What follows belongs to an exercise in optimizing a design on an open flow for small area, a short achievable clock period and few clock cycles; a production flow would make more cautious choices. At most, simulation tests tie the RTL to the original design; equivalence was not proved.

==> v6: inputs <==
Design als_core, start of the top module:
module als_core (
    input  wire        clk,
    input  wire        rst,           
    input  wire        cmd_valid,
    input  wire [31:0] cmd_cw,
    input  wire [31:0] cmd_opd,
    output reg         busy,
    output reg         rsp_valid,
    output reg  [2:0]  rsp_status,
    output wire [31:0] rsp_result
);
    localparam [2:0] ST_OK      = 3'd0;
    localparam [2:0] ST_UNSUP   = 3'd3;
    localparam [2:0] ST_RANGE   = 3'd4;
    localparam [2:0] ST_ILLEGAL = 3'd6;
    localparam signed [41:0] D4 = 42'sd1453975083254;
    localparam signed [41:0] D3 = -42'sd173259199036;
    localparam signed [41:0] D2 = 42'sd11468416445;
    localparam signed [41:0] D1 = 42'sd1076211433;
    wire [3:0] op     = cmd_cw[3:0];
    wire [3:0] sel    = cmd_cw[7:4];
    wire [1:0] gcode  = cmd_cw[9:8];
    wire [3:0] itcode = cmd_cw[13:10];
    reg illegal;
    always @(*) begin
        illegal = 1'b0;
        if (cmd_cw[31:14] != 18'd0) illegal = 1'b1;
        case (op)
            4'd0, 4'd2: if (cmd_cw[13:8] != 6'd0 || sel[3]) illegal = 1'b1;
            4'd1: if (cmd_cw[13:8] != 6'd0 || sel[3] || cmd_opd[31:16] != 16'd0) illegal = 1'b1;
            4'd3: if (sel != 4'd0 || cmd_opd[31:16] != 16'd0) illegal = 1'b1;
            4'd4: if (sel != 4'd0) illegal = 1'b1;
            default: illegal = 1'b1;
        endcase
    end
    reg [2:0] gs;
    reg [2:0] ts;
    reg       it_ok;
    always @(*) begin
        case (gcode)
            2'd1: gs = 3'd0;
            2'd0: gs = 3'd1;
            2'd3: gs = 3'd3;
            default: gs = 3'd4;
        endcase
        it_ok = 1'b1;
        case (itcode)
            4'd3:  ts = 3'd0;
            4'd2:  ts = 3'd1;
            4'd1:  ts = 3'd2;
            4'd0:  ts = 3'd3;
            4'd8:  ts = 3'd4;
            4'd12: ts = 3'd5;
            default: begin ts = 3'd0; it_ok = 1'b0; end
        endcase
    end
    wire [3:0] kshift  = {1'b0, gs} + {1'b0, ts};
    wire       lux_oor = cmd_opd[31] || (cmd_opd > 32'd120000);
  ...
clock: 10.0 ns
lec_check: 0
cap_margin: 20
core_margin: 2
core_utilization: 40
setup_slack_margin: 3
slew_margin: 20
run.sh (not shown) runs the stock make flow with config.mk's settings and CLKGATE_MAP_FILE= SYNTH_SCRIPT=/design/flow/synth_recipe.tcl, a recipe that flattens the netlist after the stock synthesis.
==> inputs of v24, as changes to v6 <==
SETUP_SLACK_MARGIN = 4   (was 3)
==> results.txt <==
- Share of cells above drive strength 1: 0.226
- CP arrival: ~7.0 ns
- Via count: 34500
- First-pass GRT wire length: roughly 210000 µm
- Final WL: around 140000 µm
- Status: timing/DRC/antenna clean
- Post-route core utilization: 0.504
- Worst setup margin: 3.36 ns
- First DRT Iteration DRCs: 3840
- R2r startpoint: btwo[0]$_SDFFE_PP0N_
(the above is from v24)
==> results.txt <==
- Status: timing/DRC/antenna clean
- Share of cells above drive strength 1: 0.128
- Post-route core utilization: 0.460
- CP arrival: 7.37 ns
- First-pass GRT wire length: 200000 µm
- R2r startpoint: bone[5]$_SDFFE_PP0N_
(the above is from v6)
No run of this note included a check of the RTL's function; only the layout flow was run.


==> inputs of xenon <==
Another version of the RTL of als_core (not shown whole).
==> flow/config.mk <==
export PLATFORM = sky130hd
export DESIGN_NAME = als_core
export DESIGN_NICKNAME = als_core
export VERILOG_FILES = /design/flow/design.v
export SDC_FILE = /design/flow/constraint.sdc
export NUM_CORES = 4
export LEC_CHECK = 0
export CAP_MARGIN = 20
export CORE_MARGIN = 2
export CORE_UTILIZATION = 40
export SETUP_SLACK_MARGIN = 4.0
export SLEW_MARGIN = 20
==> flow/constraint.sdc <==
create_clock -name core_clock -period 10.0 [get_ports {clk}]
set_input_delay 2.0000 -clock core_clock [delete_from_list [all_inputs] [get_ports {clk}]]
set_output_delay 2.0000 -clock core_clock [all_outputs]
set_load 0.01 [all_outputs]
standard.sh (not shown) runs the stock make flow with config.mk's settings and CLKGATE_MAP_FILE= SYNTH_SCRIPT=/design/flow/synth_recipe.tcl, a recipe that flattens the netlist after the stock synthesis.
==> flow/flow/run.sh <==
#!/bin/bash
# The standard layout (standard.sh, unchanged) with two settings:
# - SYNTH_ARGS=-noabc: Yosys's synth command skips its quick ABC pass, so
#   the full adders are extracted from the RTL's own carry-save trees (the
#   final ABC mapping with the flow's script still runs). Registers and
#   their names are those of the standard synthesis.
# - the port buffers are buf_4 cells instead of the default
#   clkdlybuf4s50_1 delay cells; every port is still buffered.
set -euo pipefail
export SYNTH_ARGS=-noabc
export BUFFER_PORTS_ARGS="-buffer_cell sky130_fd_sc_hd__buf_4"
bash standard.sh > standard_make.log 2>&1
==> inputs of willow, as changes to xenon <==
Settings changed: ABC_AREA from default to 1.
==> inputs of ember, as changes to xenon <==
--- a/flow/design.v
+++ b/flow/design.v
@@ -1026,35 +1026,33 @@
     end
     wire [3:0] imm_sh = (op == 4'd3) ? (4'd15 - kshift) : kshift;
     reg  [24:0] res_val;
     reg         res_shift;
     reg         res_b16;
     reg  [3:0]  res_sh;
     reg         res_acc;     
     reg  signed [42:0] acc;
-    reg  [1:0]         pstep;
     wire [24:0] res_shifted = res_val >> res_sh;
     assign rsp_result = res_acc   ? {5'd0, acc[40:14]} :
                         res_shift ? {15'd0, res_shifted[16] & res_b16, res_shifted[15:0]} :
                                     {16'd0, res_val[15:0]};
+    reg  [1:0]         pstep;
+    reg  [16:0] lux_l;
+    wire [19:0] lbe = {2'b00, lux_l, 1'b0};
     reg  [8:0]  bone;
     reg  [8:0]  btwo;
     reg  [7:0]  bneg;
-    wire [19:0] lbe = {2'b00, lval, 1'b0};
-    reg  [8:0]  bone_n;
-    reg  [8:0]  btwo_n;
-    reg  [7:0]  bneg_n;
     integer i;
     always @(*) begin
         for (i = 0; i < 9; i = i + 1) begin
-            bone_n[i] = lbe[2*i+1] ^ lbe[2*i];
-            btwo_n[i] = (lbe[2*i+2] & ~lbe[2*i+1] & ~lbe[2*i]) |
-                        (~lbe[2*i+2] & lbe[2*i+1] & lbe[2*i]);
-            if (i < 8) bneg_n[i] = lbe[2*i+2] & ~(lbe[2*i+1] & lbe[2*i]);
+            bone[i] = lbe[2*i+1] ^ lbe[2*i];
+            btwo[i] = (lbe[2*i+2] & ~lbe[2*i+1] & ~lbe[2*i]) |
+                      (~lbe[2*i+2] & lbe[2*i+1] & lbe[2*i]);
+            if (i < 8) bneg[i] = lbe[2*i+2] & ~(lbe[2*i+1] & lbe[2*i]);
         end
     end
     wire [43:0] acc_x = {acc[42], acc};
     wire [43:0] acc_2 = {acc, 1'b0};
     wire [43:0] pq0 = ({44{bone[0]}} & acc_x | {44{btwo[0]}} & acc_2) ^ {44{bneg[0]}};
     wire [43:0] pp0 = {~pq0[43], pq0[42:0]};
     wire [43:0] pq1 = ({44{bone[1]}} & acc_x | {44{btwo[1]}} & acc_2) ^ {44{bneg[1]}};
     wire [43:0] pp1 = {~pq1[43], pq1[42:0]};
@@ -2771,33 +2769,29 @@
             busy       <= 1'b0;
             rsp_valid  <= 1'b0;
             rsp_status <= ST_OK;
             res_val    <= 25'd0;
             res_shift  <= 1'b0;
             res_b16    <= 1'b0;
             res_sh     <= 4'd0;
             res_acc    <= 1'b0;
-            bone       <= 9'd0;
-            btwo       <= 9'd0;
-            bneg       <= 8'd0;
+            lux_l      <= 17'd0;
             acc        <= 43'sd0;
             pstep      <= 2'd0;
         end else if (busy) begin
             pstep <= pstep + 2'd1;
             acc   <= acc_next;
             if (pstep == 2'd3) begin
                 busy      <= 1'b0;
                 rsp_valid <= 1'b1;
                 res_acc   <= 1'b1;
             end
         end else begin
-            bone  <= bone_n;
-            btwo  <= btwo_n;
-            bneg  <= bneg_n;
+            lux_l <= lval;
             pstep <= 2'd0;
             if (cmd_valid) begin
                 acc        <= D4;
                 busy       <= need_poly;
                 rsp_valid  <= ~need_poly;
                 rsp_status <= imm_status;
                 res_val    <= imm_value;
                 res_shift  <= imm_shift;
==> flow/run.sh (new file) <==
#!/bin/bash
# synth_recipe.tcl (not shown) runs the flow's synth.tcl, then flattens the netlist and writes it again
# the make line also repeats each setting of config.mk as NAME=value (left out here)
make -C /OpenROAD-flow-scripts/flow DESIGN_CONFIG=/design/flow/config.mk WORK_HOME=/design/flow/orfs CLKGATE_MAP_FILE= SYNTH_SCRIPT=/design/flow/synth_recipe.tcl finish
Settings changed: ABC_AREA from default to 1, SETUP_SLACK_MARGIN 4.0 to 5.0.
removed: flow/flow/run.sh
removed: flow/standard.sh
==> comparison <==
In willow the sequential share of layout area is higher than in ember, by 1.7 points.
In willow the final area is lower than in ember, by about 20%.
==> figures <==
quantity                                                                             xenon                   willow                    ember
Via density                                                                           6.35                     5.82                     5.75
Critical path's most frequent cell                                                    fa_1                     fa_1                        -
Met3 track demand over resource in global routing                                    5.73%                    4.58%                    6.06%
Number of antenna violations at the first check in global routing                        2                        0                        0
Netlist area before placement                                                   29500 um^2               31700 um^2               32700 um^2
Portion of the post-synthesis area used by sequential elements                       7.32%                    6.81%                    6.07%
Portion of netlist area occupied by mux cells                                        2.86%                   0.284%                   0.310%
Cell total after placement                                                            4171                     5447                     5921
Run status                                                         complete, no violations  complete, no violations  complete, no violations
WHS                                                                               0.479 ns                 0.468 ns                 0.469 ns
Testbench counts of xenon, summed over its fixed seeds: cycles 8,288.
Testbench counts of willow, summed over its fixed seeds: cycles 8,288.
Only the layout flow was run in ember; the RTL was not checked for function there.

==> afterwards: timing with drivers on the ports <==
No port has a modelled driver above. Below, the same layouts with a new extraction and two added sets of constraints.
Step 1 sets driving cells, clkbuf_16 on the clock port and buf_2 on the other inputs (assumed; they add their load-dependent delay and slew).
Step 2, shift: input delay + t, output delay - t, t = (earliest + latest rising clock arrival at the registers) / 2. This alone moves slack from input paths to output paths.
Slacks: no drivers / after step 1 / after step 2; pairs: no drivers / after step 1.
| run | t, ns | setup slack, ns | slew at the worst register clock pin (ns) |
|---|---|---|---|
| v6 | 0.542 | 3.023 / 3.046 / 2.504 | 0.08 / 0.08 |
| v24 | 0.532 | 3.362 / 3.389 / 2.857 | 0.07 / 0.07 |
| xenon | 0.463 | 3.732 / 3.633 / 3.170 | 0.10 / 0.10 |
| willow | 0.463 | 4.170 / 4.050 / 3.587 | 0.10 / 0.10 |
| ember | 0.455 | 4.325 / 4.325 / 4.123 | 0.10 / 0.10 |
After both steps every run listed still meets setup and hold. For willow, which loses most, drivers alone change the setup slack by -0.120 ns; drivers and shift together by -0.583 ns.
